Background: an optimization exercise with open tools, aiming at small area. Do not read the settings as production practice.
Function was checked by simulation only, so behaviour that the tests miss may differ from the original.
Power and IR drop assume default switching activity.

## harbor
## pt6964_engine
module pt6964_engine (
    input  wire        clk,
    input  wire        rst,
    input  wire [15:0] req,
    input  wire        req_valid,
    output wire        req_ready,
    output wire        rsp_valid,
    output wire [1:0]  rsp_status,
    output wire [15:0] rsp_data,
    output wire [3:0]  cs_n,
    output reg         sclk,
    output reg         mosi,
    input  wire        miso,
    input  wire [2:0]  obs_sel,
    output reg  [15:0] obs_data
);
For scale: ~360 cells after synthesis, roughly 63 flip-flops, ~65 I/O pins, roughly 3100 sq um of cells after synthesis.
Settings: LEC_CHECK=0, ABC_AREA=1, CAP_MARGIN=20, CORE_MARGIN=2, CORE_UTILIZATION=60, SLEW_MARGIN=20; clock period 10.0 ns.
standard.sh (not shown) runs the stock make flow with config.mk's settings and CLKGATE_MAP_FILE= SYNTH_SCRIPT=/design/flow/synth_recipe.tcl, a recipe that flattens the netlist after the stock synthesis.
==> flow/flow/run.sh <==
#!/bin/bash
# Layout flow: the standard ORFS flow (standard.sh) with
#  - synthesis mapping the combinational logic with an area-oriented ABC
#    script (flow/abc_min.script); registers are mapped as in standard synthesis
#  - sky130_fd_sc_hd__buf_1 as the port buffer on every input and output
#  - CTS with small clock buffers and no dummy loads
set -euo pipefail
W=$(pwd)
export FLOW_WORK=$W
sed "s|SYNTH_SCRIPT=[^ ]*|SYNTH_SCRIPT=$W/flow/synth_wrap.tcl|" standard.sh > std_custom.sh
export BUFFER_PORTS_ARGS="-buffer_cell sky130_fd_sc_hd__buf_1"
export CTS_ARGS="-sink_clustering_enable -repair_clock_nets -dont_use_dummy_load -sink_clustering_size 5 -sink_clustering_max_diameter 15 -buf_list sky130_fd_sc_hd__clkbuf_4"
bash std_custom.sh > flow_make.log 2>&1
==> flow/flow/abc_s1.script <==
strash
&get -n
&deepsyn -T 25 -S 1
&put
&get -n
&nf -p -R 1000
&put
==> flow/flow/abc_s2.script <==
strash
&get -n
&deepsyn -T 25 -S 2
&put
&get -n
&nf -p -R 1000
&put
==> flow/flow/abc_s3.script <==
strash
&get -n
&deepsyn -T 25 -S 3
&put
&get -n
&nf -p -R 1000
&put
==> flow/flow/abc_s4.script <==
strash
&get -n
&deepsyn -T 25 -S 4
&put
&get -n
&nf -p -R 1000
&put
==> flow/flow/synth_wrap.tcl <==
proc abc {args} {
  set rest {}
  set lib ""
  set skip 0
  set prev ""
  foreach a $args {
    if {$skip} { set skip 0; continue }
    if {$a eq "-script"} { set skip 1; continue }
    if {$prev eq "-liberty" && $lib eq ""} { set lib $a }
    lappend rest $a
    set prev $a
  }
  design -save abc_pre
  set best_area 1e18
  set best_script ""
  foreach sc [lsort [glob $::env(FLOW_WORK)/flow/abc_s*.script]] {
    design -load abc_pre
    yosys abc -script $sc {*}$rest
    set rpt [tee -q -s result.string stat -liberty $lib]
    if {[regexp {Chip area for module[^:]*:\s*([0-9.]+)} $rpt -> area]} {
      puts "abc script $sc: area $area"
      if {$area < $best_area} {
        set best_area $area
        set best_script $sc
        design -save abc_best
      }
    }
  }
  puts "abc: kept $best_script (area $best_area)"
  design -load abc_best
}
source $::env(FLOW_WORK)/synth_recipe.tcl
harbor finished every stage and its layout cleared the timing, DRC and antenna checks.
Changes in yarrow relative to harbor:
--- a/flow/flow/run.sh
+++ b/flow/flow/run.sh
@@ -10,4 +10,4 @@
 sed "s|SYNTH_SCRIPT=[^ ]*|SYNTH_SCRIPT=$W/flow/synth_wrap.tcl|" standard.sh > std_custom.sh
 export BUFFER_PORTS_ARGS="-buffer_cell sky130_fd_sc_hd__buf_1"
-export CTS_ARGS="-sink_clustering_enable -repair_clock_nets -dont_use_dummy_load -sink_clustering_size 5 -sink_clustering_max_diameter 15 -buf_list sky130_fd_sc_hd__clkbuf_4"
+export CTS_ARGS="-sink_clustering_enable -repair_clock_nets -dont_use_dummy_load -buf_list sky130_fd_sc_hd__clkbuf_8"
 bash std_custom.sh > flow_make.log 2>&1
==> flow/flow/abc_s1a.script (new file) <==
strash
&get -n
&deepsyn -J 200 -T 600 -S 1
&put
&get -n
&nf -p -R 1000
&put
==> flow/flow/abc_s1b.script (new file) <==
strash
&get -n
&deepsyn -J 200 -T 600 -S 1
&put
dch -f
map -a
topo
==> flow/flow/abc_s2a.script (new file) <==
strash
&get -n
&deepsyn -J 200 -T 600 -S 2
&put
&get -n
&nf -p -R 1000
&put
==> flow/flow/abc_s2b.script (new file) <==
strash
&get -n
&deepsyn -J 200 -T 600 -S 2
&put
dch -f
map -a
topo
==> flow/flow/abc_s3a.script (new file) <==
strash
&get -n
&deepsyn -J 200 -T 600 -S 3
&put
&get -n
&nf -p -R 1000
&put
==> flow/flow/abc_s3b.script (new file) <==
strash
&get -n
&deepsyn -J 200 -T 600 -S 3
&put
dch -f
map -a
topo
==> flow/flow/abc_s4a.script (new file) <==
strash
&get -n
&deepsyn -J 200 -T 600 -S 4
&put
&get -n
&nf -p -R 1000
&put
==> flow/flow/abc_s4b.script (new file) <==
strash
&get -n
&deepsyn -J 200 -T 600 -S 4
&put
dch -f
map -a
topo
removed: flow/flow/abc_s1.script
removed: flow/flow/abc_s2.script
removed: flow/flow/abc_s3.script
removed: flow/flow/abc_s4.script
Results
- Going from harbor to yarrow, the share of the clock period used by the worst path was found to have gone up by 2.0 points.
- Compared with harbor, yarrow shows simple-gate portion of the synthesized area lower by 3.1 points.
- Sort yarrow and harbor by area added between synthesis and finish, ascending, and harbor comes first.
- Diff yarrow..harbor | worst hold path stage count | unchanged
- The run showing the greater non-clock buffer area fraction after layout is harbor.
- Measured against each other, yarrow and harbor differ in count of inverters other than clock inverters in the layout, the higher figure coming from yarrow.
- Fmax: yarrow lower than harbor
Edits applied to the flow inputs when going from yarrow to lagoon:
# yarrow
export LEC_CHECK = 0
export ABC_AREA = 1
export CAP_MARGIN = 20
export CORE_MARGIN = 2
export CORE_UTILIZATION = 60
export SLEW_MARGIN = 20
create_clock -name core_clock -period 10.0 [get_ports {clk}]
# lagoon
export LEC_CHECK = 0
export ABC_AREA = 1
export CAP_MARGIN = 20
export CORE_MARGIN = 2
export CORE_UTILIZATION = 75
export PLACE_DENSITY = 0.8
export SLEW_MARGIN = 20
create_clock -name core_clock -period 10.0 [get_ports {clk}]
--- a/flow/flow/run.sh
+++ b/flow/flow/run.sh
@@ -10,4 +10,4 @@
 sed "s|SYNTH_SCRIPT=[^ ]*|SYNTH_SCRIPT=$W/flow/synth_wrap.tcl|" standard.sh > std_custom.sh
 export BUFFER_PORTS_ARGS="-buffer_cell sky130_fd_sc_hd__buf_1"
-export CTS_ARGS="-sink_clustering_enable -repair_clock_nets -dont_use_dummy_load -buf_list sky130_fd_sc_hd__clkbuf_8"
+export CTS_ARGS="-sink_clustering_enable -repair_clock_nets -dont_use_dummy_load -sink_clustering_size 5 -buf_list sky130_fd_sc_hd__clkbuf_4"
 bash std_custom.sh > flow_make.log 2>&1
==> flow/flow/abc_s1.script (new file) <==
strash
&get -n
&deepsyn -T 25 -S 1
&put
&get -n
&nf -p -R 1000
&put
==> flow/flow/abc_s2.script (new file) <==
strash
&get -n
&deepsyn -T 25 -S 2
&put
&get -n
&nf -p -R 1000
&put
==> flow/flow/abc_s3.script (new file) <==
strash
&get -n
&deepsyn -T 25 -S 3
&put
&get -n
&nf -p -R 1000
&put
==> flow/flow/abc_s4.script (new file) <==
strash
&get -n
&deepsyn -T 25 -S 4
&put
&get -n
&nf -p -R 1000
&put
removed: flow/flow/abc_s1a.script
removed: flow/flow/abc_s1b.script
removed: flow/flow/abc_s2a.script
removed: flow/flow/abc_s2b.script
removed: flow/flow/abc_s3a.script
removed: flow/flow/abc_s3b.script
removed: flow/flow/abc_s4a.script
removed: flow/flow/abc_s4b.script
[summary]
Compared with yarrow, lagoon shows a number of cells on the worst reg-to-reg path that is 1 lower. Post-synthesis simple-gate area fraction was higher in lagoon than in yarrow. lagoon ended with more routability congestion estimate from global placement than yarrow. Wire length on met2: lagoon vs yarrow, no meaningful difference. Per the comparison of lagoon with yarrow, setup slack +0.075 ns, maximum VDD drop went up, final total power climbed 30%, die area dropped 1000 sq um.

[afterwards: timing with drivers on the ports]
No port has a modelled driver above. Below, the same layouts with a new extraction and two added sets of constraints. Step 1: set_driving_cell puts a clkbuf_16 on clk and a buf_2 on each other input, an assumption about the parent block. Step 2 also shifts input and output timing later by t, the mid clock arrival at the registers, as if the neighbouring blocks saw the same clock. Slacks: ideal / step 1 / step 2; pairs: ideal / step 1.
run | t (ns) | setup WS [ns] | worst hold slack (ns)
harbor | 0.435 | 4.520 / 4.490 / 4.490 | 0.489 / 0.489 / 0.489
yarrow | 0.361 | 4.317 / 4.289 / 4.289 | 0.462 / 0.462 / 0.462
lagoon | 0.431 | 4.392 / 4.355 / 4.355 | 0.481 / 0.481 / 0.481
After both steps setup and hold are still met in every run listed. The setup slack of lagoon, which loses most, moves by -0.037 ns with the drivers and by -0.037 ns with both steps.
